What follows belongs to an exercise in optimizing a design on an open flow for small area, a short achievable clock period and few clock cycles; a production flow would make more cautious choices. RTL that was checked went through simulation tests only; none was proved equivalent to the original. Function not checked in runs 3 and 4: the RTL went through the layout flow alone. Power figures rest on the tool's default switching activity, not on a simulated workload.

==> design.v <==
module sdio_host_seq (
    input  wire        clk,
    input  wire        rst,           
    input  wire        gpio_irq,      
    input  wire        req_valid,
    output wire        req_ready,
    input  wire [3:0]  req_op,
    input  wire [31:0] req_arg0,
    input  wire [31:0] req_arg1,
    output wire        rsp_valid,
    output wire [2:0]  rsp_code,
    output reg  [31:0] rsp_value,
    output wire        cmd_valid,
    input  wire        cmd_ready,
    output reg         cmd_kind,      
    output reg  [31:0] cmd_arg,
    output reg         cmd_reg,       
    output wire [31:0] cmd_off,       
    output wire [31:0] cmd_wdata,     
    input  wire        bus_rsp_valid,
    input  wire        bus_rsp_fail,
    input  wire [7:0]  bus_rsp_data,
    input  wire [31:0] bus_rsp_word
);
    localparam [3:0] OP_INIT    = 4'd0,  OP_DEINIT  = 4'd1,  OP_RDREG  = 4'd2,
                     OP_WRREG   = 4'd3,  OP_BLKRD   = 4'd4,  OP_BLKWR  = 4'd5,
                     OP_STATUS  = 4'd6,  OP_CLEAR   = 4'd7,  OP_PEND   = 4'd8,
                     OP_SYNC    = 4'd9,
                     OP_RESET   = 4'd12, OP_ISINIT  = 4'd13, OP_SUSP   = 4'd14,
                     OP_RESUME  = 4'd15;
    localparam [2:0] RC_OK = 3'd0, RC_TRANSPORT = 3'd1, RC_NOT_READY = 3'd2,
                     RC_UNSUPPORTED = 3'd3, RC_TOO_MANY = 3'd4, RC_REFUSED = 3'd5;
    localparam [1:0] VAR_UNKNOWN = 2'd0, VAR_A = 2'd1, VAR_B = 2'd2;
    localparam [31:0] CHIP_ID_MASK = 32'hFFFFF000,
                      CHIP_ID_PAT_A = 32'h00100000, CHIP_ID_PAT_B = 32'h00300000;
    localparam [4:0] T_W0     = 5'd0,  T_W1     = 5'd1,  T_W2     = 5'd2,
                     T_SBRD   = 5'd3,  T_SBWR   = 5'd4,  T_REGRD  = 5'd5,
                     T_REGWR  = 5'd6,  T_XA     = 5'd7,  T_XB     = 5'd8,
                     T_N1     = 5'd9,  T_N2LO   = 5'd10, T_N2HI   = 5'd11,
                     T_N3     = 5'd12, T_POLL   = 5'd13, T_N5LO   = 5'd14,
                     T_N5HI   = 5'd15, T_N6     = 5'd16, T_C0     = 5'd17,
                     T_C1     = 5'd18, T_FLG    = 5'd19, T_STS    = 5'd20,
                     T_CLA    = 5'd21, T_CLB0   = 5'd22, T_CLB1   = 5'd23,
                     T_RST    = 5'd24;
    localparam [1:0] AW_REGRD = 2'd0, AW_REGWR = 2'd1, AW_XA = 2'd2, AW_XB = 2'd3;
    localparam [1:0] CAP_NONE = 2'd0, CAP_BYTE = 2'd1, CAP_RMW = 2'd3;
    reg        pend;         
    reg        wc;           
    reg        wf;           
    reg        wd;           
    reg        dn;           
    reg [2:0]  code;
    reg [4:0]  step;         
    reg [1:0]  aw;           
    reg [1:0]  cap;
    reg        cw;           
    reg        h_bs_set;     
    reg [1:0]  h_variant;
    reg        h_gpio;
    reg [3:0]  h_nint;
    reg        h_init;
    reg [3:0]  op;
    reg        rs;           
    reg        dir;          
    reg        ovf;          
    reg [1:0]  k;            
    reg [1:0]  polls;
    reg [23:0] a;            
    reg [31:0] word;         
    wire [8:0] nblk  = word[17:9];    
    wire [6:0] nleft = word[8:2];     
    wire v    = bus_rsp_valid;
    wire f    = bus_rsp_fail;
    wire wt   = wc | wf | wd;
    wire fin  = v & (wf | (f & (wc | wd)));         
    assign cmd_valid = pend | (wc & v & ~f);
    assign rsp_valid = dn | fin;
    assign req_ready = ~(pend | wt) | fin;
    assign rsp_code  = {code[2:1], code[0] | (wt & f)};
    wire take = cmd_valid & cmd_ready;
    wire acc  = req_valid & req_ready;
    function [31:0] sb_word(input rw, input [2:0] fn, input raw, input [16:0] addr,
                            input [7:0] data);
        sb_word = {rw, fn, raw, 1'b0, addr, 1'b0, data};
    endfunction
    function [31:0] blk_word(input rw, input [2:0] fn, input bm, input [16:0] addr,
                             input [8:0] count);
        blk_word = {rw, fn, bm, 1'b1, addr, count};
    endfunction
    function [15:0] fix_addr(input chipid, input [1:0] kk);
        if (chipid) fix_addr = 16'h1000;
        else case (kk)
            2'd0:    fix_addr = 16'h1428;
            2'd1:    fix_addr = 16'h1408;
            2'd2:    fix_addr = 16'h1A00;
            default: fix_addr = 16'h1A84;
        endcase
    endfunction
    function [2:0] rmw_first(input [1:0] variant, input gpio);
        if (variant == VAR_B)  rmw_first = {1'b1, 2'd0};
        else if (gpio)         rmw_first = {1'b1, 2'd1};
        else                   rmw_first = {1'b0, 2'd0};
    endfunction
    function [2:0] rmw_after(input [1:0] kk, input gpio, input [3:0] n);
        case (kk)
            2'd0:    rmw_after = {gpio, 2'd1};
            2'd1:    rmw_after = {1'b1, 2'd2};
            2'd2:    rmw_after = {(n > 4'd5), 2'd3};
            default: rmw_after = {1'b0, 2'd0};
        endcase
    endfunction
    function [31:0] rmw_val(input [1:0] kk, input [3:0] n, input [31:0] w);
        integer i;
        begin
            rmw_val = w;
            case (kk)
                2'd0: rmw_val[8] = 1'b0;
                2'd1: rmw_val[8] = 1'b1;
                2'd2: for (i = 0; i < 5; i = i + 1)
                          if (i < n) rmw_val[27 + i] = 1'b1;
                default: for (i = 0; i < 3; i = i + 1)
                          if (i + 5 < n) rmw_val[i] = 1'b1;
            endcase
        end
    endfunction
    wire [2:0] xfn   = dir ? 3'd1 : 3'd0;
    wire [16:0] xadr = dir ? 17'd0 : 17'h10F;
    wire [7:0]  clr_a = {a[7:5], h_gpio ? a[4:0] : 5'd0};
    wire [15:0] fa    = fix_addr(op == OP_INIT, k);
    wire [23:0] wa    = cw ? {8'd0, fa} : a;
    assign cmd_wdata = word;
    assign cmd_off   = {14'd0, (step == T_XB) ? nblk : 9'd0, 9'd0};
    always @(*) begin
        cmd_kind  = 1'b0;
        cmd_reg   = 1'b0;
        case (step)
            T_W0:    cmd_arg = sb_word(1'b1, 3'd0, 1'b0, 17'h10C, wa[7:0]);
            T_W1:    cmd_arg = sb_word(1'b1, 3'd0, 1'b0, 17'h10D, wa[15:8]);
            T_W2:    cmd_arg = sb_word(1'b1, 3'd0, 1'b0, 17'h10E, wa[23:16]);
            T_SBRD:  cmd_arg = sb_word(1'b0, 3'd0, 1'b0, {13'h000F, a[3:0]}, 8'h00);
            T_SBWR:  cmd_arg = sb_word(1'b1, 3'd0, 1'b0, {13'h000F, a[3:0]}, word[7:0]);
            T_REGRD: begin
                cmd_kind = 1'b1;
                cmd_reg  = 1'b1;
                cmd_arg  = blk_word(1'b0, 3'd0, 1'b0, 17'h10F, 9'd4);
            end
            T_REGWR: begin
                cmd_kind = 1'b1;
                cmd_reg  = 1'b1;
                cmd_arg  = blk_word(1'b1, 3'd0, 1'b0, 17'h10F, 9'd4);
            end
            T_XA: begin
                cmd_kind = 1'b1;
                cmd_arg  = blk_word(op[0], xfn, 1'b1, xadr, nblk);
            end
            T_XB: begin
                cmd_kind = 1'b1;
                cmd_arg  = blk_word(op[0], xfn, 1'b0, xadr, {nleft, 2'b00});
            end
            T_N1:    cmd_arg = sb_word(1'b1, 3'd0, 1'b0, 17'h100, 8'h80);
            T_N2LO:  cmd_arg = sb_word(1'b1, 3'd0, 1'b0, 17'h010, 8'h00);
            T_N2HI:  cmd_arg = sb_word(1'b1, 3'd0, 1'b0, 17'h011, 8'h02);
            T_N3:    cmd_arg = sb_word(1'b1, 3'd0, 1'b0, 17'h002, 8'h02);
            T_POLL:  cmd_arg = sb_word(1'b0, 3'd0, 1'b0, 17'h003, 8'h00);
            T_N5LO:  cmd_arg = sb_word(1'b1, 3'd0, 1'b0, 17'h110, 8'h00);
            T_N5HI:  cmd_arg = sb_word(1'b1, 3'd0, 1'b0, 17'h111, 8'h02);
            T_N6:    cmd_arg = sb_word(1'b1, 3'd0, 1'b0, 17'h004, 8'h03);
            T_C0:    cmd_arg = sb_word(1'b0, 3'd0, 1'b0, 17'h0F2, 8'h00);
            T_C1:    cmd_arg = sb_word(1'b0, 3'd0, 1'b0, 17'h0F3, 8'h00);
            T_FLG:   cmd_arg = sb_word(1'b0, 3'd0, 1'b0,
                                       (h_variant == VAR_A) ? 17'h0F7 : 17'h0FE, 8'h00);
            T_STS:   cmd_arg = sb_word(1'b0, 3'd1, 1'b0, 17'h004, 8'h00);
            T_CLA:   cmd_arg = sb_word(1'b1, 3'd0, 1'b0, 17'h0F8, clr_a);
            T_CLB0:  cmd_arg = sb_word(1'b1, 3'd0, 1'b0, 17'h0FE, {3'd0, a[4:0]});
            T_CLB1:  cmd_arg = sb_word(1'b1, 3'd0, 1'b0, 17'h0F1, {5'd0, a[7:5]});
            T_RST:   cmd_arg = sb_word(1'b1, 3'd0, 1'b1, 17'h006, 8'h08);
            default: cmd_arg = 32'd0;
        endcase
    end
    wire [7:0] d = bus_rsp_data;
    wire [4:0] flags = h_gpio ? ((h_variant == VAR_A) ? d[4:0] : {1'b0, d[3:0]})
                              : {d[5], d[4], d[3], d[2], d[0]};
    always @(*) begin
        case (op)
            OP_RDREG:  rsp_value = dir ? {24'd0, d} : bus_rsp_word;
            OP_STATUS: rsp_value = {11'd0, flags, word[7:0], word[15:8]};
            OP_PEND:   rsp_value = {16'd0, d, word[7:0]};
            default:   rsp_value = {31'd0, h_init};
        endcase
    end
    wire        q_dir_reg = (req_arg0[31:4] == 28'h000000F);
    wire        q_dir_x   = (req_arg0 == 32'd0);
    wire        q_up      = (req_arg1[1:0] != 2'd0);            
    wire        q_xfer    = (req_op[3:1] == 3'b010);
    wire [15:0] q_sz      = req_arg1[17:2] + {15'd0, q_up & q_xfer};   
    wire [29:0] q_word    = {req_arg1[31:18], q_sz};            
    wire        q_hi      = (req_arg1[31:18] != 14'd0) || (q_up && (&req_arg1[17:2]));
    wire        q_ovf     = q_hi;                               
    wire        q_lo1     = &req_arg1[8:2];
    wire        q_lo0     = ~|req_arg1[8:2];
    wire        q_hasa    = (req_arg1[31:9] != 23'd0) || (q_lo1 && q_up);    
    wire        q_hasb    = !((q_lo0 && !q_up) || (q_lo1 && q_up));          
    wire        q_zero    = (req_arg1 == 32'd0);                            
    wire [4:0]  q_mlo     = req_arg0[4:0];
    wire [2:0]  q_mhi     = req_arg0[7:5];
    wire [2:0]  q_rmw0    = rmw_first(h_variant, h_gpio);
    wire [2:0]  r_rmw0    = rmw_first(h_variant, h_gpio);
    wire [2:0]  r_rmwn    = rmw_after(k, h_gpio, h_nint);
    wire [31:0] chip      = bus_rsp_word & CHIP_ID_MASK;
    always @(posedge clk) begin
        if (rst) begin
            pend      <= 1'b0;
            wc        <= 1'b0;
            wf        <= 1'b0;
            wd        <= 1'b0;
            dn        <= 1'b0;
            h_bs_set  <= 1'b0;
            h_variant <= VAR_UNKNOWN;
            h_gpio    <= gpio_irq;
            h_nint    <= 4'd0;
            h_init    <= 1'b0;
        end else begin
            dn <= 1'b0;
            if (wt && v) begin
                wc <= 1'b0;
                wf <= 1'b0;
                wd <= 1'b0;
                if (wc && !f) pend <= 1'b1;    
                case (cap)
                    CAP_BYTE: word[15:0] <= {word[7:0], d};
                    CAP_RMW: word       <= rmw_val(k, h_nint, bus_rsp_word);
                    default: ;
                endcase
                if (wd && !f) begin
                    case (step)
                        T_POLL: begin
                            polls <= polls + 2'd1;
                            if (d[1]) begin
                                step <= T_N5LO;
                                pend <= 1'b1;
                            end else if (polls == 2'd2) begin
                                code <= RC_NOT_READY;
                                dn   <= 1'b1;
                            end else begin
                                pend <= 1'b1;
                            end
                        end
                        T_N6: begin    
                            if (h_variant == VAR_UNKNOWN) begin
                                code <= RC_UNSUPPORTED;
                                dn   <= 1'b1;
                            end else begin
                                h_bs_set <= 1'b1;
                                h_init   <= 1'b1;
                                if (op == OP_RESUME && r_rmw0[2]) begin
                                    k    <= r_rmw0[1:0];
                                    cw   <= 1'b1;
                                    aw   <= AW_REGRD;
                                    step <= T_W0;
                                    pend <= 1'b1;
                                end else begin
                                    code <= RC_OK;
                                    dn   <= 1'b1;
                                end
                            end
                        end
                        default: begin    
                            dn <= 1'b1;
                            if (chip == CHIP_ID_PAT_A || chip == CHIP_ID_PAT_B) begin
                                h_variant <= (chip == CHIP_ID_PAT_A) ? VAR_A : VAR_B;
                                h_bs_set  <= 1'b1;
                                h_init    <= 1'b1;
                                code      <= RC_OK;
                            end else begin
                                code      <= RC_UNSUPPORTED;
                            end
                        end
                    endcase
                end
            end
            if (take) begin
                pend <= 1'b0;
                code <= RC_OK;
                cap  <= CAP_NONE;
                wc   <= 1'b1;
                case (step)
                    T_W0: step <= T_W1;
                    T_W1: step <= T_W2;
                    T_W2: begin
                        case (aw)
                            AW_REGRD: step <= T_REGRD;
                            AW_REGWR: step <= T_REGWR;
                            AW_XA: begin
                                if (ovf) begin
                                    wc   <= 1'b0;
                                    wf   <= 1'b1;
                                    code <= RC_TRANSPORT;
                                end else begin
                                    step <= T_XA;
                                end
                            end
                            default: step <= T_XB;
                        endcase
                    end
                    T_REGRD: begin
                        if (op == OP_RDREG) begin
                            wc <= 1'b0;
                            wf <= 1'b1;
                        end else if (op == OP_INIT) begin
                            wc <= 1'b0;
                            wd <= 1'b1;
                        end else begin
                            cap  <= CAP_RMW;
                            aw   <= AW_REGWR;
                            step <= T_W0;
                        end
                    end
                    T_REGWR: begin
                        if (op == OP_WRREG || !r_rmwn[2]) begin
                            wc <= 1'b0;
                            wf <= 1'b1;
                        end else begin
                            k    <= r_rmwn[1:0];
                            cw   <= 1'b1;
                            aw   <= AW_REGRD;
                            step <= T_W0;
                        end
                    end
                    T_XA: begin
                        if (nleft == 7'd0) begin
                            wc <= 1'b0;
                            wf <= 1'b1;
                        end else if (dir) begin
                            step <= T_XB;
                        end else begin
                            a[23:9] <= a[23:9] + {6'd0, nblk};
                            aw      <= AW_XB;
                            step    <= T_W0;
                        end
                    end
                    T_N1:   step <= T_N2LO;
                    T_N2LO: step <= T_N2HI;
                    T_N2HI: step <= T_N3;
                    T_N3:   step <= T_POLL;
                    T_POLL: begin
                        wc <= 1'b0;
                        wd <= 1'b1;
                    end
                    T_N5LO: step <= T_N5HI;
                    T_N5HI: step <= T_N6;
                    T_N6: begin
                        if (rs) begin
                            wc <= 1'b0;
                            wd <= 1'b1;
                        end else begin
                            aw   <= AW_REGRD;
                            step <= T_W0;
                        end
                    end
                    T_C0: begin
                        cap  <= CAP_BYTE;
                        step <= T_C1;
                    end
                    T_C1: begin
                        if (op == OP_PEND) begin
                            wc <= 1'b0;
                            wf <= 1'b1;
                        end else begin
                            cap  <= CAP_BYTE;
                            step <= h_gpio ? T_FLG : T_STS;
                        end
                    end
                    T_CLB0: begin
                        if (a[7:5] != 3'd0) begin
                            step <= T_CLB1;
                        end else begin
                            wc <= 1'b0;
                            wf <= 1'b1;
                        end
                    end
                    default: begin    
                        wc <= 1'b0;
                        wf <= 1'b1;
                    end
                endcase
            end
            if (acc) begin
                op <= req_op;
                case (req_op)
                    OP_INIT, OP_RESUME: begin
                        h_init <= 1'b0;
                        polls  <= 2'd0;
                        rs     <= (req_op == OP_RESUME) | req_arg0[0];
                        cw     <= 1'b1;
                        step   <= T_N1;
                        pend   <= 1'b1;
                    end
                    OP_DEINIT: begin
                        h_init <= 1'b0;
                        code   <= RC_OK;
                        dn     <= 1'b1;
                    end
                    OP_RDREG, OP_WRREG: begin
                        a    <= req_arg0[23:0];
                        cw   <= 1'b0;
                        word <= {q_word, req_arg1[1:0]};
                        dir  <= q_dir_reg;
                        aw   <= req_op[0] ? AW_REGWR : AW_REGRD;
                        step <= q_dir_reg ? (req_op[0] ? T_SBWR : T_SBRD) : T_W0;
                        pend <= 1'b1;
                    end
                    OP_BLKRD, OP_BLKWR: begin
                        a     <= req_arg0[23:0];
                        cw    <= 1'b0;
                        dir   <= q_dir_x;
                        ovf   <= q_ovf;
                        word  <= {q_word, req_arg1[1:0]};
                        aw    <= q_hasa ? AW_XA : AW_XB;
                        if (!h_bs_set) begin
                            code <= RC_TRANSPORT;
                            dn   <= 1'b1;
                        end else if (q_zero) begin
                            code <= RC_OK;
                            dn   <= 1'b1;
                        end else if (!q_dir_x) begin
                            step <= T_W0;
                            pend <= 1'b1;
                        end else if (q_hasa && q_ovf) begin
                            code <= RC_TRANSPORT;
                            dn   <= 1'b1;
                        end else begin
                            step <= q_hasa ? T_XA : T_XB;
                            pend <= 1'b1;
                        end
                    end
                    OP_STATUS, OP_PEND: begin
                        if (!req_op[3] && h_gpio && h_variant == VAR_UNKNOWN) begin
                            code <= RC_REFUSED;
                            dn   <= 1'b1;
                        end else begin
                            step <= T_C0;
                            pend <= 1'b1;
                        end
                    end
                    OP_CLEAR: begin
                        a[7:0]    <= req_arg0[7:0];
                        code      <= RC_OK;
                        if (h_variant == VAR_A) begin
                            if (q_mhi != 3'd0 || (h_gpio && q_mlo != 5'd0)) begin
                                step <= T_CLA;
                                pend <= 1'b1;
                            end else begin
                                dn   <= 1'b1;
                            end
                        end else if (h_variant == VAR_B) begin
                            if (h_gpio && q_mlo != 5'd0) begin
                                step <= T_CLB0;
                                pend <= 1'b1;
                            end else if (q_mhi != 3'd0) begin
                                step <= T_CLB1;
                                pend <= 1'b1;
                            end else begin
                                dn   <= 1'b1;
                            end
                        end else begin
                            code <= RC_REFUSED;
                            dn   <= 1'b1;
                        end
                    end
                    OP_SYNC: begin
                        if (req_arg0[31:4] != 28'd0 || (req_arg0[3] && req_arg0[2:0] != 3'd0)) begin
                            code <= RC_TOO_MANY;
                            dn   <= 1'b1;
                        end else if (h_variant == VAR_UNKNOWN) begin
                            code <= RC_REFUSED;
                            dn   <= 1'b1;
                        end else begin
                            h_nint <= req_arg0[3:0];
                            if (q_rmw0[2]) begin
                                k    <= q_rmw0[1:0];
                                cw   <= 1'b1;
                                aw   <= AW_REGRD;
                                step <= T_W0;
                                pend <= 1'b1;
                            end else begin
                                code <= RC_OK;
                                dn   <= 1'b1;
                            end
                        end
                    end
                    OP_RESET, OP_SUSP: begin
                        h_init <= 1'b0;
                        step   <= T_RST;
                        pend   <= 1'b1;
                    end
                    OP_ISINIT: begin
                        code <= RC_OK;
                        dn   <= 1'b1;
                    end
                    default: begin    
                        code <= RC_REFUSED;
                        dn   <= 1'b1;
                    end
                endcase
            end
        end
    end
endmodule
==> flow/run.sh <==
#!/bin/bash
# Standard layout, with the port buffers made from the smallest plain buffer cell.
set -euo pipefail
export BUFFER_PORTS_ARGS="-buffer_cell sky130_fd_sc_hd__buf_1"
bash standard.sh > standard.log 2>&1
==> standard.sh <==
#!/bin/bash
# synth_recipe.tcl (not shown) runs the flow's synth.tcl, then flattens the netlist and writes it again
# the make line also repeats each setting of config.mk as NAME=value (left out here)
make -C /OpenROAD-flow-scripts/flow DESIGN_CONFIG=/design/flow/config.mk WORK_HOME=/design/flow/orfs CLKGATE_MAP_FILE= SYNTH_SCRIPT=/design/flow/synth_recipe.tcl "${@:-finish}"
==> config.mk <==
export PLATFORM = sky130hd
export DESIGN_NAME = sdio_host_seq
export DESIGN_NICKNAME = sdio_host_seq
export VERILOG_FILES = /design/flow/design.v
export SDC_FILE = /design/flow/constraint.sdc
export NUM_CORES = 4
export LEC_CHECK = 0
export CAP_MARGIN = 20
export CORE_MARGIN = 2
export CORE_UTILIZATION = 40
export SETUP_SLACK_MARGIN = 4.0
export SLEW_MARGIN = 20
==> constraint.sdc <==
create_clock -name core_clock -period 8.0 [get_ports {clk}]
set_input_delay 1.6000 -clock core_clock [delete_from_list [all_inputs] [get_ports {clk}]]
set_output_delay 1.6000 -clock core_clock [all_outputs]
set_load 0.01 [all_outputs]
==> results of run 1 <==
cell families (layout without fill, tap and decap cells):
family	after synthesis	in the layout	synth area share (%)
AND/OR/NAND/NOR	468	470	25.6
AO/OA/AOI/OAI	356	356	25.7
buffers and inverters	135	305	7.35
flip-flops	94	94	30.2
multiplexers	44	44	4.94
XOR/XNOR	27	27	2.65
adder cells (fa/ha/maj)	25	25	3.59
other	1	33	0.0421
worst max-delay path, delay by kind of cell (launching register included):
kind                   cells  cell delay, ns
AOI/OAI and AO/OA          3            0.85
DFF                        1            0.51
and+or+nand+nor            3            0.35
buffers and inverters      2            0.35
layer usage:
layer / routed length (um) / share of wire [%] / up-vias / global-route usage (%)
met5: 10 / 0.025 / - / 0
met4: 1730 / 4.3 / 2 / 12.7
met3: 4740 / 12 / 96 / 9.81
met2: 16900 / 42 / 655 / 47.0
met1: 17300 / 42 / 4853 / 46.0
li1: - / - / 4634 / -
final timing paths:
| path | end | slack [ns] | depth (start not counted) |
|---|---|---|---|
| min | h_variant[0] | 0.54 | 2 |
| max | cmd_arg[1] | 3.99 | 8 |
| max reg2reg | aw[0] | 4.84 | 10 |
| min reg2reg | h_variant[0] | 0.54 | 2 |
registers in the layout, indices dropped and copies added, names as in the netlist, 2 cells and up:
| register | cells |
|---|---|
| op | 4 |
| a | 24 |
| h_nint | 4 |
| k | 2 |
| aw | 2 |
| h_variant | 2 |
| code | 3 |
| polls | 2 |
| cap | 2 |
| step | 5 |
| word | 32 |
cells in the mapped netlist (22+ instances only):
library cell / count
a211oi_1: 22
a21oi_1: 92
and2_1: 22
buf_4: 38
clkbuf_1: 48
edfxtp_1: 81
ha_1: 24
inv_1: 33
mux2i_1: 44
nand2_1: 112
nand3_1: 24
nor2_1: 144
nor3_1: 42
o21ai_0: 103
final cells by class:
| type | instances | area, um^2 |
|---|---|---|
| clock buffers | 9 | 225 |
| fillers | 2234 | 11200 |
| flip-flops and latches | 94 | 2690 |
| well taps | 280 | 350 |
| clock inverters | 7 | 88.8 |
| repair buffers | 254 | 1270 |
| inverters | 35 | 143 |
| multi-input cells | 955 | 5880 |
per-stage QoR:
step | utilization, % | total power (uW) | instances
after global routing | 48.8 | 1740 | 1634
after global placement | 45.1 | 1130 | 1597
after floorplan | - | 948 | 1182
final | 48.8 | 1680 | 1634
after CTS | 47.5 | 1630 | 1621
after detailed placement | 45.1 | 1130 | 1597
power breakdown:
| group | leakage [uW] | switching (uW) | internal, uW |
|---|---|---|---|
| combinational | 0.00305 | 362 | 204 |
| clock | 0.000152 | 222 | 251 |
| sequential | 0.000885 | 59.6 | 579 |
repair_timing:
action | CTS | global route
hold buffers | 0 | 0
endpoints found under the setup margin | 67 | 49
gates cloned | 1 | 4
gates resized for setup | 46 | 61
buffers inserted | 7 | 9
pin swaps | 3 | 8
==> qor.csv, run 1 <==
stage,metric,value,unit
critical_path,path_class,flop to output pin,
sta,hold_viol,0,
logic_synthesis,synth_seq_cells,94,
cells_and_area,final_cell_mix,"buf_1 (197), nor2_1 (137), nand2_1 (109)",
logic_synthesis,async_reset_ff_share,0,%
logic_synthesis,syn_area,8920,um^2
sta,fin_skew,0.0117,ns
routing,drt_first_pass_iters,9,
power_and_ir_drop,power_per_cell_area,158,nW/um^2
critical_path,cpMaxStageDelayCell,edfxtp_1,
logic_synthesis,synth-edff-count,81,
logic_synthesis,yosysTopAreaCell,edfxtp_1,
floorplan,ioPinCount,251,
global_routing,antenna_found_initial,1,
logic_synthesis,ys_warn_count,1,
global_routing,grt-ovfl-total,0,
global_routing,grt_pass1_wl,58.3,mm
global_routing,grt_max_degree,64,
routing,vias_per_cell,6.27,
placed_design,placed_cell_area,9830,um^2
routing,vias,10240,
cts,cts.path.max_buffers,2,
floorplan,start_util,40.9,%
worst_hold_path,hp-start,h_variant[0],
cells_and_area,drive_above_1_share,9.53,%
routing,wl,40.6,mm
floorplan,fp.dieH,153,um
routing,drt_iter0_drc,1416,
sta,setup-tns-final,0,ns
critical_path,cp-startpoint,step[0],
floorplan,rows,54,
sta,tightest_slew,1.16,ns
critical_path,max_stage_delay,0.51,ns
logic_synthesis,synth_area_leaders,"edfxtp_1 (27%), nor2_1 (6.1%), o21ai_0 (5.8%)",
worst_hold_path,hold_class,flop to flop,
sta,fmax,249,MHz
cts,cts_tree,built,
sta,layout_min_cycle_time,4.01,ns
critical_path,crit_chain,"buf_6, or3_4, nor2_4, a222oi_1, nor2_1, a221oi_2, o221ai_1, clkbuf_2",
logic_synthesis,synth_cells,1150,
critical_path,cp_data_arrival_time,2.41,ns
global_routing,track_usage,32.7,%
routing,wl_per_cell,24.9,um
sta,holdWs,0.538,ns
critical_path,path_max_fanout,5,
sta,drv_slew,0,
cts,htreeDepth,3,
critical_path,crit_required,6.40,ns
logic_synthesis,synth_flop_cell,edfxtp_1,
placed_design,dpl.hpwl,30.2,mm
cts,cts_made_buffers,9,
cts,clkTransAtPathRegs,0.07,ns
floorplan,die_w,153,um
sta,period_share,50.2,%
routing,drc_errors,0,
routing,detail-route-antenna-nets,0,
flow_run,maxCapViolCount,0,
critical_path,start_kind,flop,
global_routing,grt_pass1_vias,9246,
logic_synthesis,syn_avg_cell_area,7.75,um^2
cts,cts_root_buf,clkbuf_16,
power_and_ir_drop,p_leak,0.00408,uW
sta,worst_slack,3.99,ns
placed_design,pre_cts_slack,3.37,ns
logic_synthesis,ys_seq_area_share,30.2,%
floorplan,core,21800,um^2
sta,finalSetupViolCount,0,
placed_design,place_congestion,1.00,
status,outcome,"complete, no violations",
cells_and_area,area.growth.synth_to_final,19.5,%
cells_and_area,antenna_cells,0,
logic_synthesis,ys_types,77,
cells_and_area,layout_commonest_cell,buf_1,
cells_and_area,fin_area,10700,um^2
critical_path,cp-end-kind,output pin,
floorplan,die_area,23500,um^2
sta,rsz0062_at_grt,yes,
cts,cts.sinks,94,
power_and_ir_drop,ir_drop,147,uV
cells_and_area,final_nets,1489,
placed_design,portBuffers,217,
cts,clock_latency,0.36,ns
logic_synthesis,yosysTopAreaCellShare,27.3,%
sta,maxSlewHeadroom,22.8,%
critical_path,r2r_start,step[0],
Testbench counts, summed over its fixed seeds: cycles 13,179.
==> run 2: changes to the inputs <==
--- a/config.mk
+++ b/config.mk
@@ -9,4 +9,7 @@
 export CORE_MARGIN = 2
 export CORE_UTILIZATION = 40
+export CTS_BUF_LIST = sky130_fd_sc_hd__clkbuf_8
+export CTS_CLUSTER_DIAMETER = 60
+export CTS_CLUSTER_SIZE = 30
 export SETUP_SLACK_MARGIN = 4.0
 export SLEW_MARGIN = 20
==> qor.csv, run 2 <==
stage,metric,value,unit,change
status,outcome,"complete, no violations",,
floorplan,start_util,40.9,%,unchanged
critical_path,crit_buf_inv,2,,unchanged
critical_path,crit_path_end,cmd_arg[7],,
critical_path,cp-startpoint,step[1],,
cts,cts_tree,built,,
floorplan,die_area,23500,um^2,unchanged
sta,setup-tns-final,0,ns,unchanged
logic_synthesis,synth_flop_cell,edfxtp_1,,
flow_run,maxCapViolCount,0,,unchanged
routing,drc_errors,0,,unchanged
floorplan,core,21800,um^2,unchanged
logic_synthesis,synth_area_leaders,"edfxtp_1 (27%), nor2_1 (6.1%), o21ai_0 (5.8%)",,
routing,drt_iter0_drc,1473,,+4.0%
logic_synthesis,yosysTopAreaCell,edfxtp_1,,
cts,cts_hold_buf,0,,unchanged
critical_path,cp_data_arrival_time,2.42,ns,about the same
cts,htreeDepth,3,,unchanged
power_and_ir_drop,p_leak,0.00410,uW,+0.51%
cells_and_area,area.growth.synth_to_final,19.7,%,
logic_synthesis,synth-edff-count,81,,unchanged
cells_and_area,antenna_cells,0,,unchanged
placed_design,portBuffers,217,,unchanged
sta,rsz0062_at_grt,yes,,
floorplan,fp.dieH,153,um,unchanged
critical_path,max_stage_delay,0.47,ns,-0.04 ns
sta,worst_slack,3.98,ns,-0.00718 ns
logic_synthesis,synth_cells,1150,,unchanged
sta,holdWs,0.539,ns,+0.000628 ns
cells_and_area,fill_cells,2232,,-0.090%
sta,period_share,50.2,%,+0.090 points
critical_path,cpMaxStageDelayCell,edfxtp_1,,
logic_synthesis,async_reset_ff_share,0,%,unchanged
cts,clock_latency,0.40,ns,+0.04 ns
cts,cts_root_buf,clkbuf_8,,
global_routing,grt_pass1_vias,9200,,-0.50%
logic_synthesis,ys_types,77,,unchanged
cells_and_area,largest_reg_flops,32,,unchanged
worst_hold_path,hold_class,flop to flop,,
floorplan,ioPinCount,251,,unchanged
logic_synthesis,syn_avg_cell_area,7.75,um^2,unchanged
sta,layout_min_cycle_time,4.02,ns,+0.00718 ns
cells_and_area,final_nets,1500,,+0.74%
sta,hold_viol,0,,unchanged
cts,cts.sinks,94,,unchanged
global_routing,antenna_found_initial,1,,unchanged
cts,clkTransAtPathRegs,0.11,ns,+0.04 ns
sta,tightest_slew,1.15,ns,-0.00693 ns
critical_path,rr_endpoint,aw[0],,
routing,vias_per_cell,6.26,,about the same
logic_synthesis,syn_area,8920,um^2,unchanged
cells_and_area,reg_top3,"word (32), a (24), step (5)",,
global_routing,track_usage,32.8,%,+0.050 points
sta,finalSetupViolCount,0,,unchanged
placed_design,pre_cts_slack,3.37,ns,unchanged
routing,drt_first_pass_iters,6,,-3
routing,wl_per_cell,24.9,um,about the same
sta,fin_skew,0.0223,ns,+0.0105 ns
routing,wl,40.9,mm,+0.66%
placed_design,dpl.hpwl,30.2,mm,unchanged
critical_path,crit_chain,"buf_12, or2_4, nor3_4, a22oi_1, o221ai_1, buf_1",,
worst_hold_path,hold_depth,2,,unchanged
floorplan,die_w,153,um,unchanged
critical_path,critPathTopFamily,simple AND/OR/NAND/NOR gates,,
critical_path,path_class,flop to output pin,,
critical_path,crit_required,6.40,ns,about the same
logic_synthesis,synth_commonest_cells,"nor2_1 (144), nand2_1 (112), o21ai_0 (103)",,
routing,vias,10300,,+0.59%
critical_path,r2r_start,step[2],,
global_routing,grt-ovfl-total,0,,unchanged
critical_path,start_kind,flop,,
routing,detail-route-antenna-nets,0,,unchanged
cells_and_area,drive_above_1_share,10.2,%,+0.66 points
sta,fmax,249,MHz,-0.18%
critical_path,cp_num_cells,6,,-2
logic_synthesis,ys_seq_area_share,30.2,%,unchanged
sta,drv_slew,0,,unchanged
logic_synthesis,ys_warn_count,1,,unchanged
power_and_ir_drop,ir_drop,125,uV,-15%
critical_path,cp-end-kind,output pin,,
global_routing,grt_pass1_wl,58.5,mm,+0.33%
critical_path,reg2reg_slack,4.72,ns,-0.12 ns
critical_path,reg2regPathDepth,11,,+1
power_and_ir_drop,power_per_cell_area,148,nW/um^2,-5.8%
floorplan,rows,54,,unchanged
cells_and_area,top_register,word,,
cells_and_area,final_cell_mix,"buf_1 (199), nor2_1 (137), nand2_1 (109)",,
cts,cts.path.max_buffers,2,,unchanged
sta,maxSlewHeadroom,23.3,%,+0.46 points
global_routing,grt_max_degree,64,,unchanged
logic_synthesis,synth_seq_cells,94,,unchanged
logic_synthesis,yosysTopAreaCellShare,27.3,%,unchanged
logic_synthesis,synth_most_common_cell,nor2_1,,
critical_path,path_max_fanout,19,,+14
placed_design,place_congestion,1.00,,unchanged
cells_and_area,layout_commonest_cell,buf_1,,
cts,cts_made_buffers,9,,unchanged
-- run 2: worst register-to-register path, cell delays in order (launching register included) --
cell and delay (ns):
edfxtp_1 0.46, buf_4 0.17, buf_4 0.13, bufbuf_16 0.29, nor3b_1 0.41, buf_4 0.24, nand3b_1 0.24, nor2_1 0.31
nand2_1 0.18, a221o_1 0.31, o21ai_0 0.15, o22ai_1 0.15
-- run 2: where the power goes --
| part | internal, uW | total, uW | switching [uW] |
|---|---|---|---|
| Sequential | 579 | 639 | 59.4 |
| Combinational | 215 | 582 | 367 |
| Clock | 153 | 364 | 211 |
-- run 2: stage by stage --
stage,cells,util (%),cell area [um^2],total power [uW]
after floorplan,1182,-,9040,948
after global routing,1645,48.9,10700,1650
final,1645,48.9,10700,1580
after global placement,1597,45.1,9830,1130
after detailed placement,1597,45.1,9830,1130
after CTS,1625,47.4,10400,1530
-- run 2: logic make-up (layout without fill, tap and decap cells) --
family,Yosys count,count (layout),share of synthesized area (%)
other,1,33,0.0421
muxes,44,44,4.94
and+or+nand+nor,468,470,25.6
adders and majority gates,25,25,3.59
DFF,94,94,30.2
buffers and inverters,135,316,7.35
AOI/OAI and AO/OA,356,356,25.7
xor gates and xnor gates,27,27,2.65
-- run 2: metal layers --
layer / vias to the layer above / global-route usage (%) / wire, um
li1: 4658 / - / -
met1: 4871 / 47.3 / 17300
met2: 687 / 47.5 / 17200
met3: 82 / 7.91 / 4840
met5: - / 0 / 10
met4: 2 / 11.9 / 1590
-- run 2: how the worst min path moves through the flow --
stage / start / endpoint / slack (ns)
after floorplan: h_bs_set / h_bs_set / 0.48
after global placement: h_variant[0] / h_variant[0] / 0.51
after detailed placement: h_variant[0] / h_variant[0] / 0.53
after CTS: h_variant[0] / h_variant[0] / 0.54
after global routing: h_variant[0] / h_variant[0] / 0.58
final: h_variant[0] / h_variant[0] / 0.54
-- run 2: layout make-up --
type | count | area, um^2 | share of cell area [%]
inverters | 35 | 143 | 1.34
repair buffers | 265 | 1390 | 13.0
clock buffers | 9 | 124 | 1.16
well taps | 280 | 350 | 3.28
clock inverters | 7 | 88.8 | 0.832
multi-input cells | 955 | 5890 | 55.2
flip-flops and latches | 94 | 2690 | 25.2
-- run 2: repair_timing --
action,CTS,global route
pin swaps,4,9
gates cloned,2,4
buffers inserted,10,16
resized for setup,55,49
setup endpoints to repair,55,54
==> run 3: changes to the inputs <==
--- a/design.v
+++ b/design.v
@@ -44,5 +44,4 @@
                      T_RST    = 5'd24;
     localparam [1:0] AW_REGRD = 2'd0, AW_REGWR = 2'd1, AW_XA = 2'd2, AW_XB = 2'd3;
-    localparam [1:0] CAP_NONE = 2'd0, CAP_BYTE = 2'd1, CAP_RMW = 2'd3;
     reg        pend;         
     reg        wc;           
@@ -53,5 +52,4 @@
     reg [4:0]  step;         
     reg [1:0]  aw;           
-    reg [1:0]  cap;
     reg        cw;           
     reg        h_bs_set;     
@@ -61,9 +59,9 @@
     reg        h_init;
     reg [3:0]  op;
-    reg        rs;           
     reg        dir;          
-    reg        ovf;          
     reg [1:0]  k;            
-    reg [1:0]  polls;
+    wire       rs  = dir;    
+    wire       ovf = k[0];
+    wire [1:0] polls = k;
     reg [23:0] a;            
     reg [31:0] word;         
@@ -227,7 +225,8 @@
                 wd <= 1'b0;
                 if (wc && !f) pend <= 1'b1;    
-                case (cap)
-                    CAP_BYTE: word[15:0] <= {word[7:0], d};
-                    CAP_RMW: word       <= rmw_val(k, h_nint, bus_rsp_word);
+                case ({step == T_W0 && aw == AW_REGWR && cw,
+                       step == T_C1 || step == T_FLG || step == T_STS})
+                    2'b01:   word[15:0] <= {word[7:0], d};
+                    2'b10:   word       <= rmw_val(k, h_nint, bus_rsp_word);
                     default: ;
                 endcase
@@ -235,5 +234,5 @@
                     case (step)
                         T_POLL: begin
-                            polls <= polls + 2'd1;
+                            k <= polls + 2'd1;
                             if (d[1]) begin
                                 step <= T_N5LO;
@@ -282,5 +281,4 @@
                 pend <= 1'b0;
                 code <= RC_OK;
-                cap  <= CAP_NONE;
                 wc   <= 1'b1;
                 case (step)
@@ -311,5 +309,4 @@
                             wd <= 1'b1;
                         end else begin
-                            cap  <= CAP_RMW;
                             aw   <= AW_REGWR;
                             step <= T_W0;
@@ -359,5 +356,4 @@
                     end
                     T_C0: begin
-                        cap  <= CAP_BYTE;
                         step <= T_C1;
                     end
@@ -367,5 +363,4 @@
                             wf <= 1'b1;
                         end else begin
-                            cap  <= CAP_BYTE;
                             step <= h_gpio ? T_FLG : T_STS;
                         end
@@ -390,6 +385,6 @@
                     OP_INIT, OP_RESUME: begin
                         h_init <= 1'b0;
-                        polls  <= 2'd0;
-                        rs     <= (req_op == OP_RESUME) | req_arg0[0];
+                        k      <= 2'd0;
+                        dir    <= (req_op == OP_RESUME) | req_arg0[0];
                         cw     <= 1'b1;
                         step   <= T_N1;
@@ -414,5 +409,5 @@
                         cw    <= 1'b0;
                         dir   <= q_dir_x;
-                        ovf   <= q_ovf;
+                        k[0]  <= q_ovf;
                         word  <= {q_word, req_arg1[1:0]};
                         aw    <= q_hasa ? AW_XA : AW_XB;
--- a/config.mk
+++ b/config.mk
@@ -9,7 +9,4 @@
 export CORE_MARGIN = 2
 export CORE_UTILIZATION = 40
-export CTS_BUF_LIST = sky130_fd_sc_hd__clkbuf_8
-export CTS_CLUSTER_DIAMETER = 60
-export CTS_CLUSTER_SIZE = 30
 export SETUP_SLACK_MARGIN = 4.0
 export SLEW_MARGIN = 20
==> qor.csv, run 3 <==
stage,metric,value,unit,change
cts,cts_tree,built,,
sta,rsz0062_at_grt,yes,,
routing,detail-route-antenna-nets,0,,unchanged
critical_path,crit_required,6.40,ns,about the same
sta,tightest_slew,0.969,ns,-0.180 ns
cts,cts_made_buffers,9,,unchanged
routing,drt_first_pass_iters,6,,unchanged
global_routing,grt-ovfl-total,0,,unchanged
logic_synthesis,synth_seq_cells,88,,-6.4%
cells_and_area,antenna_cells,0,,unchanged
critical_path,crit_buf_inv,3,,+1
cts,cts.sinks,88,,-6.4%
cells_and_area,final_cell_mix,"buf_1 (192), nand2_1 (152), o21ai_0 (101)",,
cts,htreeDepth,3,,unchanged
critical_path,start_kind,flop,,
placed_design,place_congestion,1.00,,-0.20%
logic_synthesis,ys_warn_count,1,,unchanged
cells_and_area,fill_cells,2300,,+3.0%
logic_synthesis,synth-edff-count,75,,-7.4%
critical_path,cp_data_arrival_time,2.43,ns,about the same
cts,clock_latency,0.36,ns,-0.04 ns
critical_path,cp-end-kind,output pin,,
routing,drt_iter0_drc,1182,,-20%
critical_path,max_stage_delay,0.43,ns,-0.04 ns
floorplan,core,22500,um^2,+3.1%
placed_design,dpl.hpwl,28.6,mm,-5.3%
sta,layout_min_cycle_time,4.03,ns,+0.0138 ns
floorplan,die_area,24000,um^2,+2.3%
global_routing,track_usage,31.5,%,-1.2 points
logic_synthesis,synth_cells,1172,,+1.9%
critical_path,crit_path_end,cmd_arg[1],,
routing,vias_per_cell,6.23,,-0.47%
critical_path,r2r_start,step[2],,
cells_and_area,layout_commonest_cell,buf_1,,
logic_synthesis,syn_area,9130,um^2,+2.3%
logic_synthesis,synth_most_common_cell,nand2_1,,
cts,cts_hold_buf,0,,unchanged
routing,vias,10426,,+1.2%
routing,wl,39.2,mm,-4.1%
sta,fmax,248,MHz,-0.34%
critical_path,path_max_fanout,22,,+3
global_routing,grt_max_degree,67,,+4.7%
logic_synthesis,syn_avg_cell_area,7.79,um^2,+0.41%
floorplan,start_util,40.6,%,-0.31 points
placed_design,placed_cell_area,9980,um^2,+1.5%
cts,cts.path.max_buffers,2,,unchanged
sta,holdWs,0.508,ns,-0.0312 ns
sta,maxSlewHeadroom,35.4,%,+12 points
floorplan,die_w,155,um,+1.1%
sta,setup-tns-final,0,ns,unchanged
critical_path,cp_common_cell,or3_4,,
routing,wl_per_cell,23.4,um,-5.7%
logic_synthesis,synth_commonest_cells,"nand2_1 (153), o21ai_0 (110), nor2_1 (102)",,
cts,clkTransAtPathRegs,0.07,ns,-0.04 ns
global_routing,antenna_found_initial,0,,-1
placed_design,dp_cells,1611,,+0.88%
critical_path,cpMaxStageDelayCell,edfxtp_1,,
power_and_ir_drop,power_per_cell_area,150,nW/um^2,+1.0%
logic_synthesis,synth_area_leaders,"edfxtp_1 (25%), nand2_1 (6.3%), o21ai_0 (6.0%)",,
critical_path,critPathTopFamily,simple AND/OR/NAND/NOR gates,,
cells_and_area,fin_area,11100,um^2,+4.3%
cells_and_area,final_nets,1520,,+1.3%
critical_path,cp-startpoint,step[2],,
cells_and_area,multiInputGateArea,6220,um^2,+5.6%
critical_path,cp_num_cells,8,,+2
logic_synthesis,async_reset_ff_share,0,%,unchanged
logic_synthesis,ys_types,101,,+31%
power_and_ir_drop,p_leak,0.00415,uW,+1.1%
floorplan,fp.dieH,155,um,+1.1%
critical_path,path_class,flop to output pin,,
logic_synthesis,synth_flop_cell,edfxtp_1,,
cells_and_area,final_util,49.5,%,+0.56 points
cells_and_area,final_cells,1673,,+1.7%
global_routing,grt_pass1_vias,9371,,+1.9%
sta,finalSetupViolCount,0,,unchanged
critical_path,rr_endpoint,word[17],,
critical_path,crit_chain,"buf_12, or3_4, or3_4, o21ai_4, buf_6, a221oi_2, o221ai_1, buf_2",,
floorplan,rows,55,,+1.9%
cts,cts_root_buf,clkbuf_16,,
sta,hold_viol,0,,unchanged
cells_and_area,area.sequential,2510,um^2,-6.7%
logic_synthesis,ys_seq_area_share,27.5,%,-2.7 points
routing,drc_errors,0,,unchanged
global_routing,grt_pass1_wl,57.5,mm,-1.7%
flow_run,maxCapViolCount,0,,unchanged
critical_path,reg2regPathDepth,12,,+1
placed_design,portBuffers,217,,unchanged
sta,fin_skew,0.0151,ns,-0.00720 ns
floorplan,ioPinCount,251,,unchanged
cells_and_area,drive_above_1_share,13.9,%,+3.7 points
cells_and_area,largest_reg_flops,32,,unchanged
sta,period_share,50.4,%,+0.17 points
logic_synthesis,yosysTopAreaCellShare,24.7,%,-2.6 points
critical_path,reg2reg_slack,4.47,ns,-0.25 ns
sta,drv_slew,0,,unchanged
cells_and_area,reg_top3,"word (32), a (24), step (5)",,
cells_and_area,top_register,word,,
cells_and_area,area.growth.synth_to_final,22.0,%,
power_and_ir_drop,ir_drop,121,uV,-3.0%
status,outcome,"complete, no violations",,
logic_synthesis,yosysTopAreaCell,edfxtp_1,,
worst_hold_path,hold_class,flop to flop,,
[run 3: changes by cell type after synthesis, moves of 11 or more]
cell      change
nor2_1       -42
nand2_1      +41
a21oi_1      -22
a22oi_1      +16
nor3_1       -15
a211oi_1     -11
buf_2        +11
[run 3: kinds of logic after synthesis]
logic type               count (synthesis)  share of synthesized area [%]
multiplexers                            37                           4.07
flip-flops                              88                           27.5
buffers and inverters                  151                           8.17
adder cells (fa/ha/maj)                 22                           3.10
AO/OA/AOI/OAI                          361                           26.2
other                                    1                         0.0411
XOR/XNOR                                29                           2.78
AND/OR/NAND/NOR                        483                           28.1
[run 3: metrics by stage]
step	power (uW)	setup slack, ns
floorplan	925	4.17
CTS	1620	3.93
global route	1730	3.91
global placement	1090	3.37
detailed placement	1090	3.28
finish	1670	3.97
[run 3: power by group]
group	switching, uW	leakage [uW]	internal, uW
Sequential	51.4	0.000836	544
Combinational	360	0.00315	230
Clock	206	0.000161	278
Total	617	0.00415	1050
[run 3: layout make-up]
type | count | area share, %
clock buffers | 9 | 2.02
clock inverters | 7 | 0.899
inverters | 38 | 1.31
multi-input cells | 965 | 55.9
flip-flops and latches | 88 | 22.6
well taps | 285 | 3.20
repair buffers | 281 | 14.1
[run 3: worst min path at each step]
stage	startpoint	endpoint	slack, ns	cells past startpoint
finish	h_bs_set	h_bs_set	0.51	2
global route	h_bs_set	h_bs_set	0.53	2
CTS	h_bs_set	h_bs_set	0.51	2
detailed placement	h_bs_set	h_bs_set	0.49	2
global placement	h_bs_set	h_bs_set	0.49	2
floorplan	h_bs_set	h_bs_set	0.45	2
[run 3: worst min-delay path: stages (launching register included)]
cell and delay, ns:
dfxtp_1 0.35, inv_1 0.06, a21oi_1 0.05
[run 3: layer usage]
metal	share of wire, %	up-vias	routed length (um)	track usage (%)
met5	0	-	0	0
met2	45	643	17800	49.9
met4	4.0	0	1570	11.8
met1	41	4969	16000	42.7
met3	9.8	102	3830	6.21
li1	-	4712	-	-
[run 3: repair_timing]
| item | 4_1_cts | 5_1_grt |
|---|---|---|
| setup endpoints to repair | 62 | 38 |
| pin swaps | 6 | 17 |
| resized for setup | 56 | 64 |
| setup buffers | 19 | 21 |
| gates cloned | 5 | 1 |
==> run 4: changes to the inputs <==
--- a/design.v
+++ b/design.v
@@ -126,5 +126,6 @@
     wire [7:0]  clr_a = {a[7:5], h_gpio ? a[4:0] : 5'd0};
     wire [15:0] fa    = fix_addr(op == OP_INIT, k);
-    wire [23:0] wa    = cw ? {8'd0, fa} : a;
+    wire [14:0] ab    = a[23:9] + ((aw == AW_XB) ? {6'd0, nblk} : 15'd0);
+    wire [23:0] wa    = cw ? {8'd0, fa} : {ab, a[8:0]};
     assign cmd_wdata = word;
     assign cmd_off   = {14'd0, (step == T_XB) ? nblk : 9'd0, 9'd0};
@@ -331,5 +332,4 @@
                             step <= T_XB;
                         end else begin
-                            a[23:9] <= a[23:9] + {6'd0, nblk};
                             aw      <= AW_XB;
                             step    <= T_W0;
==> qor.csv, run 4 <==
stage,metric,value,unit,change
power_and_ir_drop,p_leak,0.00370,uW,-11%
floorplan,die_w,151,um,-2.7%
sta,setup-tns-final,0,ns,unchanged
floorplan,rows,53,,-3.6%
logic_synthesis,synth_most_common_cell,nand2_1,,
cells_and_area,area.growth.synth_to_final,19.1,%,
power_and_ir_drop,power_per_cell_area,146,nW/um^2,-2.8%
cts,clock_latency,0.36,ns,about the same
cells_and_area,reg_top3,"word (32), a (24), step (5)",,
cells_and_area,final_cells,1590,,-5.0%
logic_synthesis,synth_cells,1116,,-4.8%
floorplan,die_area,22800,um^2,-5.3%
logic_synthesis,async_reset_ff_share,0,%,unchanged
critical_path,path_max_fanout,5,,-77%
floorplan,fp.dieH,151,um,-2.7%
cells_and_area,fin_area,10300,um^2,-7.7%
worst_hold_path,hold_depth,2,,unchanged
placed_design,portBuffers,217,,unchanged
critical_path,crit_required,6.40,ns,about the same
placed_design,dp_cells,1546,,-4.0%
worst_hold_path,worst_hold_path.endpoint,wf,,
logic_synthesis,ys_types,81,,-20%
critical_path,reg2reg_slack,4.39,ns,-0.08 ns
global_routing,grt-ovfl-total,0,,unchanged
floorplan,ioPinCount,251,,unchanged
routing,vias,9898,,-5.1%
cts,cts.sinks,88,,unchanged
logic_synthesis,yosysTopAreaCellShare,26.1,%,+1.4 points
critical_path,rr_endpoint,word[30],,
logic_synthesis,syn_area,8630,um^2,-5.4%
sta,layout_min_cycle_time,4.36,ns,+0.331 ns
cts,cts_root_buf,clkbuf_16,,
logic_synthesis,ys_warn_count,1,,unchanged
routing,drc_errors,0,,unchanged
cells_and_area,fill_cells,2129,,-7.4%
global_routing,grt_max_degree,46,,-31%
critical_path,cp_data_arrival_time,2.76,ns,+0.33 ns
cts,cts_tree,built,,
cells_and_area,largest_reg_flops,32,,unchanged
worst_hold_path,hp-start,wf,,
cells_and_area,final_util,48.7,%,-0.73 points
global_routing,grt_pass1_wl,52.6,mm,-8.6%
routing,vias_per_cell,6.23,,-0.11%
placed_design,dpl.hpwl,27.0,mm,-5.8%
cells_and_area,final_nets,1447,,-4.8%
cts,htreeDepth,3,,unchanged
floorplan,core,21100,um^2,-6.3%
logic_synthesis,ys_seq_area_share,29.1,%,+1.6 points
placed_design,place_congestion,1.00,,+0.40%
cells_and_area,layout_commonest_cell,buf_1,,
critical_path,cp-startpoint,aw[1],,
critical_path,cp-end-kind,output pin,,
critical_path,path_class,flop to output pin,,
status,outcome,"complete, no violations",,
logic_synthesis,synth_flop_cell,edfxtp_1,,
sta,fmax,229,MHz,-7.6%
routing,wl_per_cell,22.9,um,-2.4%
critical_path,reg2regPathDepth,9,,-3
critical_path,start_kind,flop,,
cts,cts_made_buffers,9,,unchanged
cts,cts.path.max_buffers,2,,unchanged
power_and_ir_drop,ir_drop,89.1,uV,-27%
sta,period_share,54.6,%,+4.1 points
cts,cts_hold_buf,0,,unchanged
logic_synthesis,synth-edff-count,75,,unchanged
worst_hold_path,hold_class,flop to flop,,
cells_and_area,final_cell_mix,"buf_1 (193), nand2_1 (130), nor2_1 (85)",,
global_routing,grt_pass1_vias,8754,,-6.6%
sta,hold_viol,0,,unchanged
cts,clkTransAtPathRegs,0.08,ns,about the same
routing,detail-route-antenna-nets,0,,unchanged
sta,rsz0062_at_grt,yes,,
logic_synthesis,synth_area_leaders,"edfxtp_1 (26%), nand2_1 (5.7%), nor2_1 (4.1%)",,
sta,maxSlewHeadroom,22.4,%,-13 points
logic_synthesis,yosysTopAreaCell,edfxtp_1,,
sta,finalSetupViolCount,0,,unchanged
logic_synthesis,synth_seq_cells,88,,unchanged
flow_run,maxCapViolCount,0,,unchanged
floorplan,start_util,40.9,%,+0.37 points
sta,fin_skew,0.0120,ns,-0.00305 ns
critical_path,r2r_start,step[1],,
routing,drt_first_pass_iters,6,,unchanged
routing,drt_iter0_drc,1262,,+6.8%
global_routing,antenna_found_initial,0,,unchanged
sta,tightest_slew,1.15,ns,+0.181 ns
sta,holdWs,0.510,ns,+0.00247 ns
cells_and_area,antenna_cells,0,,unchanged
placed_design,placed_cell_area,9480,um^2,-5.1%
global_routing,track_usage,30.5,%,-1.0 points
cells_and_area,top_register,word,,
routing,wl,36.4,mm,-7.3%
logic_synthesis,syn_avg_cell_area,7.73,um^2,-0.68%
logic_synthesis,synth_commonest_cells,"nand2_1 (131), nor2_1 (94), edfxtp_1 (75)",,
cells_and_area,drive_above_1_share,10.6,%,-3.3 points
sta,drv_slew,0,,unchanged
-- run 4: changes by cell type after synthesis, sizes merged, moves of 5 or more --
cell    delta
a22o       +9
buf       -10
clkbuf     +5
mux2i      -7
nand2     -24
nand2b     -8
nor2       -9
o211ai     +6
o21ai     -12
o22ai      +6
-- run 4: how the worst max path moves through the flow --
stage                       to  slack [ns]  cells past startpoint
finish              cmd_arg[6]        3.64                      9
global route        cmd_arg[4]        3.56                     10
CTS                 cmd_arg[3]        3.61                     10
detailed placement    word[16]        3.57                     12
global placement      word[16]        3.63                     12
floorplan           cmd_arg[7]        4.01                     11
-- run 4: logic make-up after synthesis --
family          after synthesis  synth area share [%]
buf+inv                     148                  8.26
compound gates              368                  28.6
other cells                   1                0.0435
flops                        88                  29.1
simple gates                434                  24.7
mux                          29                  3.36
fa+ha+maj                    22                  3.28
xor+xnor                     26                  2.64
-- run 4: stage by stage --
| stage | total power (uW) | setup slack [ns] |
|---|---|---|
| after global placement | 1030 | 3.63 |
| after global routing | 1560 | 3.56 |
| final | 1500 | 3.64 |
| after floorplan | 868 | 4.01 |
| after CTS | 1470 | 3.61 |
| after detailed placement | 1020 | 3.57 |
-- run 4: power breakdown --
part	leakage, uW	internal, uW	switching (uW)
clock	0.000149	221	212
combinational	0.00273	172	319
sequential	0.000824	534	39.4
total	0.00370	928	571
-- run 4: final cells by class --
| class | count | area, um^2 | area share, % |
|---|---|---|---|
| Multi-Input combinational cell | 912 | 5760 | 56.0 |
| Timing Repair Buffer | 259 | 1210 | 11.7 |
| Sequential cell | 88 | 2510 | 24.4 |
| Inverter | 40 | 158 | 1.53 |
| Clock inverter | 7 | 73.8 | 0.718 |
| Tap cell | 275 | 344 | 3.35 |
| Clock buffer | 9 | 225 | 2.19 |
-- run 4: per-layer routing --
layer  part of all wire (%)  GRT usage, %  up-vias
met4                    3.3          9.53        0
met2                     47          49.5      601
met5                      0             0        -
met3                    9.1          4.73       89
li1                       -             -     4505
met1                     41          41.8     4703
-- run 4: worst max-delay path, stage by stage, from the launching register on --
cell and delay [ns]:
edfxtp_1 0.48, buf_4 0.19, and3_1 0.17, ha_2 0.20
or3_1 0.46, o21bai_4 0.19, o21a_1 0.19, mux2i_1 0.25
o211ai_1 0.12, buf_2 0.17
-- run 4: what timing repair did --
action                                  CTS  global route
endpoints found under the setup margin   55            73
pin swaps                                 6             6
gates resized for setup                  44            47
buffers inserted                         16            12
==> run 5: changes to the inputs <==
--- a/design.v
+++ b/design.v
@@ -44,4 +44,5 @@
                      T_RST    = 5'd24;
     localparam [1:0] AW_REGRD = 2'd0, AW_REGWR = 2'd1, AW_XA = 2'd2, AW_XB = 2'd3;
+    localparam [1:0] CAP_NONE = 2'd0, CAP_BYTE = 2'd1, CAP_RMW = 2'd3;
     reg        pend;         
     reg        wc;           
@@ -52,4 +53,5 @@
     reg [4:0]  step;         
     reg [1:0]  aw;           
+    reg [1:0]  cap;
     reg        cw;           
     reg        h_bs_set;     
@@ -59,9 +61,13 @@
     reg        h_init;
     reg [3:0]  op;
+    reg        rs;           
     reg        dir;          
+    reg        ovf;          
     reg [1:0]  k;            
-    wire       rs  = dir;    
-    wire       ovf = k[0];
-    wire [1:0] polls = k;
+    reg [1:0]  polls;
+    reg        vs_w;         
+    reg        vs_d;         
+    reg        vs_p;         
+    reg        vs_s;         
     reg [23:0] a;            
     reg [31:0] word;         
@@ -126,6 +132,5 @@
     wire [7:0]  clr_a = {a[7:5], h_gpio ? a[4:0] : 5'd0};
     wire [15:0] fa    = fix_addr(op == OP_INIT, k);
-    wire [14:0] ab    = a[23:9] + ((aw == AW_XB) ? {6'd0, nblk} : 15'd0);
-    wire [23:0] wa    = cw ? {8'd0, fa} : {ab, a[8:0]};
+    wire [23:0] wa    = cw ? {8'd0, fa} : a;
     assign cmd_wdata = word;
     assign cmd_off   = {14'd0, (step == T_XB) ? nblk : 9'd0, 9'd0};
@@ -178,13 +183,19 @@
     end
     wire [7:0] d = bus_rsp_data;
-    wire [4:0] flags = h_gpio ? ((h_variant == VAR_A) ? d[4:0] : {1'b0, d[3:0]})
-                              : {d[5], d[4], d[3], d[2], d[0]};
+    wire       fs_g  = vs_s & h_gpio;
+    wire       fs_a  = fs_g & (h_variant == VAR_A);
+    wire       fs_s  = vs_s & ~h_gpio;
+    wire [4:0] flags = {(fs_a & d[4]) | (fs_s & d[5]),
+                        (fs_g & d[3]) | (fs_s & d[4]),
+                        (fs_g & d[2]) | (fs_s & d[3]),
+                        (fs_g & d[1]) | (fs_s & d[2]),
+                        vs_s & d[0]};
+    wire [15:0] held = vs_s ? {word[7:0], word[15:8]} :
+                       vs_p ? {8'd0, word[7:0]} :
+                       (vs_w | vs_d) ? 16'd0 : {15'd0, h_init};
     always @(*) begin
-        case (op)
-            OP_RDREG:  rsp_value = dir ? {24'd0, d} : bus_rsp_word;
-            OP_STATUS: rsp_value = {11'd0, flags, word[7:0], word[15:8]};
-            OP_PEND:   rsp_value = {16'd0, d, word[7:0]};
-            default:   rsp_value = {31'd0, h_init};
-        endcase
+        rsp_value = ({32{vs_w}} & bus_rsp_word) |
+                    {11'd0, flags, ({8{vs_p}} & d), ({8{vs_d}} & d)} |
+                    {16'd0, held};
     end
     wire        q_dir_reg = (req_arg0[31:4] == 28'h000000F);
@@ -226,8 +237,7 @@
                 wd <= 1'b0;
                 if (wc && !f) pend <= 1'b1;    
-                case ({step == T_W0 && aw == AW_REGWR && cw,
-                       step == T_C1 || step == T_FLG || step == T_STS})
-                    2'b01:   word[15:0] <= {word[7:0], d};
-                    2'b10:   word       <= rmw_val(k, h_nint, bus_rsp_word);
+                case (cap)
+                    CAP_BYTE: word[15:0] <= {word[7:0], d};
+                    CAP_RMW: word       <= rmw_val(k, h_nint, bus_rsp_word);
                     default: ;
                 endcase
@@ -235,5 +245,5 @@
                     case (step)
                         T_POLL: begin
-                            k <= polls + 2'd1;
+                            polls <= polls + 2'd1;
                             if (d[1]) begin
                                 step <= T_N5LO;
@@ -282,4 +292,5 @@
                 pend <= 1'b0;
                 code <= RC_OK;
+                cap  <= CAP_NONE;
                 wc   <= 1'b1;
                 case (step)
@@ -310,4 +321,5 @@
                             wd <= 1'b1;
                         end else begin
+                            cap  <= CAP_RMW;
                             aw   <= AW_REGWR;
                             step <= T_W0;
@@ -332,4 +344,5 @@
                             step <= T_XB;
                         end else begin
+                            a[23:9] <= a[23:9] + {6'd0, nblk};
                             aw      <= AW_XB;
                             step    <= T_W0;
@@ -356,4 +369,5 @@
                     end
                     T_C0: begin
+                        cap  <= CAP_BYTE;
                         step <= T_C1;
                     end
@@ -363,4 +377,5 @@
                             wf <= 1'b1;
                         end else begin
+                            cap  <= CAP_BYTE;
                             step <= h_gpio ? T_FLG : T_STS;
                         end
@@ -381,11 +396,20 @@
             end
             if (acc) begin
-                op <= req_op;
+                op   <= req_op;
+                vs_w <= (req_op == OP_RDREG) & ~q_dir_reg;
+                vs_d <= (req_op == OP_RDREG) & q_dir_reg;
+                vs_p <= (req_op == OP_PEND);
+                vs_s <= (req_op == OP_STATUS);
+                a    <= req_arg0[23:0];
+                word <= {q_word, req_arg1[1:0]};
+                ovf  <= q_ovf;
+                rs   <= req_op[3] | req_arg0[0];               
+                polls <= 2'd0;
+                cw   <= (req_op == OP_INIT) | (req_op == OP_RESUME) | (req_op == OP_SYNC);
+                dir  <= q_xfer ? q_dir_x : q_dir_reg;
+                aw   <= {q_xfer, q_xfer ? ~q_hasa : (req_op[0] & ~req_op[3])};
                 case (req_op)
                     OP_INIT, OP_RESUME: begin
                         h_init <= 1'b0;
-                        k      <= 2'd0;
-                        dir    <= (req_op == OP_RESUME) | req_arg0[0];
-                        cw     <= 1'b1;
                         step   <= T_N1;
                         pend   <= 1'b1;
@@ -397,19 +421,8 @@
                     end
                     OP_RDREG, OP_WRREG: begin
-                        a    <= req_arg0[23:0];
-                        cw   <= 1'b0;
-                        word <= {q_word, req_arg1[1:0]};
-                        dir  <= q_dir_reg;
-                        aw   <= req_op[0] ? AW_REGWR : AW_REGRD;
                         step <= q_dir_reg ? (req_op[0] ? T_SBWR : T_SBRD) : T_W0;
                         pend <= 1'b1;
                     end
                     OP_BLKRD, OP_BLKWR: begin
-                        a     <= req_arg0[23:0];
-                        cw    <= 1'b0;
-                        dir   <= q_dir_x;
-                        k[0]  <= q_ovf;
-                        word  <= {q_word, req_arg1[1:0]};
-                        aw    <= q_hasa ? AW_XA : AW_XB;
                         if (!h_bs_set) begin
                             code <= RC_TRANSPORT;
@@ -439,5 +452,4 @@
                     end
                     OP_CLEAR: begin
-                        a[7:0]    <= req_arg0[7:0];
                         code      <= RC_OK;
                         if (h_variant == VAR_A) begin
@@ -474,6 +486,4 @@
                             if (q_rmw0[2]) begin
                                 k    <= q_rmw0[1:0];
-                                cw   <= 1'b1;
-                                aw   <= AW_REGRD;
                                 step <= T_W0;
                                 pend <= 1'b1;
--- a/config.mk
+++ b/config.mk
@@ -11,2 +11,3 @@
 export SETUP_SLACK_MARGIN = 4.0
 export SLEW_MARGIN = 20
+export TNS_END_PERCENT = 0
==> qor.csv, run 5 <==
stage,metric,value,unit,change
status,outcome,"complete, no violations",,
cells_and_area,drive_above_1_share,5.65,%,-4.9 points
critical_path,start_kind,input pin,,
power_and_ir_drop,intPower,987,uW,+6.4%
routing,drc_errors,0,,unchanged
sta,setup-tns-final,0,ns,unchanged
cells_and_area,fill_cells,2193,,+3.0%
power_and_ir_drop,clockPowerShare,27.5,%,-1.4 points
worst_hold_path,hold_class,flop to flop,,
logic_synthesis,async_reset_ff_share,0,%,unchanged
cells_and_area,reg_top3,"word (32), a (24), step (5)",,
cells_and_area,top_register,word,,
cts,cts_tree,built,,
power_and_ir_drop,combPwrFrac,30.9,%,-1.9 points
sta,worst_slack,3.94,ns,+0.303 ns
logic_synthesis,ys_types,79,,-2.5%
cells_and_area,final_cell_mix,"buf_1 (215), nand2_1 (141), nor2_1 (97)",,
global_routing,grt_pass1_wl,49.5,mm,-5.8%
floorplan,core,20800,um^2,-1.3%
sta,drv_slew,0,,unchanged
global_routing,grt_max_degree,72,,+57%
cells_and_area,layout_commonest_cell,buf_1,,
cells_and_area,largest_reg_flops,32,,unchanged
sta,period_share,50.8,%,-3.8 points
cells_and_area,final_cells,1515,,-4.7%
critical_path,cp_data_arrival_time,2.46,ns,-0.30 ns
sta,fmax,246,MHz,+7.5%
floorplan,start_util,40.4,%,-0.48 points
logic_synthesis,synth_cells,1053,,-5.6%
power_and_ir_drop,power_per_cell_area,161,nW/um^2,+11%
power_and_ir_drop,ir_drop,111,uV,+24%
routing,drt_iter0_drc,1124,,-11%
critical_path,cpMaxStageDelayCell,a222oi_1,,
routing,vias,9114,,-7.9%
critical_path,path_max_fanout,6,,+1
cts,cts_hold_buf,0,,unchanged
power_and_ir_drop,p_total,1570,uW,+4.7%
critical_path,crit_required,6.40,ns,about the same
floorplan,rows,53,,unchanged
placed_design,portBuffers,217,,unchanged
global_routing,grt_pass1_vias,8384,,-4.2%
routing,detail-route-antenna-nets,0,,unchanged
critical_path,max_stage_delay,0.39,ns,-0.09 ns
cts,clock_latency,0.36,ns,about the same
cts,cts.path.max_buffers,2,,unchanged
cells_and_area,final_util,46.7,%,-2.0 points
sta,hold_viol,0,,unchanged
critical_path,crit_chain,"buf_2, a222oi_1, nand2_1, buf_1",,
cells_and_area,multiInputGateArea,5190,um^2,-9.9%
[run 5: changes by cell type in the layout (fill, tap and decap cells not counted), sizes merged, moves of 10 or more]
| cell | before | now |
|---|---|---|
| buf | 250 | 228 |
| o21ai | 104 | 82 |
| o211ai | 25 | 10 |
| a22oi | 21 | 9 |
| nand2 | 131 | 143 |
| a222oi | 8 | 18 |
| edfxtp | 75 | 85 |
| mux2i | 29 | 19 |
[run 5: kinds of logic (layout without fill, tap and decap cells)]
| group | count (synthesis) | in the layout | share of synthesized area (%) |
|---|---|---|---|
| and+or+nand+nor | 453 | 453 | 26.5 |
| AOI/OAI and AO/OA | 291 | 291 | 22.8 |
| buffers and inverters | 134 | 288 | 7.65 |
| DFF | 98 | 98 | 33.4 |
| xor gates and xnor gates | 27 | 27 | 2.81 |
| adders and majority gates | 25 | 25 | 3.80 |
| muxes | 24 | 24 | 2.93 |
| other | 1 | 34 | 0.0445 |
[run 5: what timing repair did]
action                                  CTS  global route
gates resized for setup                  11            19
endpoints found under the setup margin   27            41
pin swaps                                 1             3
setup buffers                             0             1
[run 5: metrics by stage]
stage,area [um^2],hold WS (ns)
floorplan,8540,0.453
finish,9730,0.506
global route,9730,0.524
CTS,9650,0.503
global placement,9320,0.489
detailed placement,9320,0.488
[run 5: cell type report]
cell class,instances,share of cell area [%]
clock inverters,7,0.605
well taps,275,3.54
diodes,1,0.0257
flip-flops and latches,98,28.9
multi-input cells,853,53.4
repair buffers,229,9.57
inverters,43,1.67
clock buffers,9,2.32
[run 5: worst max-delay path: cells and delay by family]
kind            cells  cell delay [ns]
compound gates      1             0.39
buf+inv             2             0.32
simple gates        1             0.15
[run 5: final timing paths]
check             slack [ns]      endpoint             from  cells after the start
hold / removal          0.51            wf               wf                      2
hold reg to reg         0.51            wf               wf                      2
setup / recovery        3.94  rsp_value[1]  bus_rsp_data[1]                      4
setup reg to reg        4.87       step[0]               wc                      8
[run 5: power by group through the flow]
stage               logic (uW)  clock network (uW)  registers, uW
floorplan                  318                   0            641
global placement           462                   0            662
detailed placement         462                   0            662
CTS                        468                 437            651
global route               535                 454            656
finish                     485                 431            653
[run 5: layer usage]
metal,track usage (%),wire length (um),up-vias
li1,-,-,4215
met1,41.5,14300,4336
met2,46.0,15200,501
met3,4.56,2720,62
met4,9.48,852,0
met5,0,0,-
Testbench counts of run 5, summed over its fixed seeds: cycles 13,179.

==> what the ideal ports hide <==
No port has a modelled driver above. Below, the same layouts with a new extraction and two added sets of constraints.
Step 1, drivers: a clkbuf_16 drives clk and a buf_2 each remaining input, both assumed.
Step 2, shift: input delay + t, output delay - t, t = (earliest + latest rising clock arrival at the registers) / 2. This alone moves slack from input paths to output paths.
a / b / c = ideal ports / drivers / drivers and shift; a / b = the first two.
run | shift t [ns] | setup slack, ns
run 1 | 0.404 | 3.987 / 3.941 / 3.749
run 2 | 0.431 | 3.980 / 3.937 / 3.727
run 3 | 0.398 | 3.966 / 3.919 / 3.769
run 4 | 0.404 | 3.635 / 3.589 / 3.781
run 5 | 0.400 | 3.938 / 3.912 / 3.705
After both steps setup and hold are still met in every run listed.
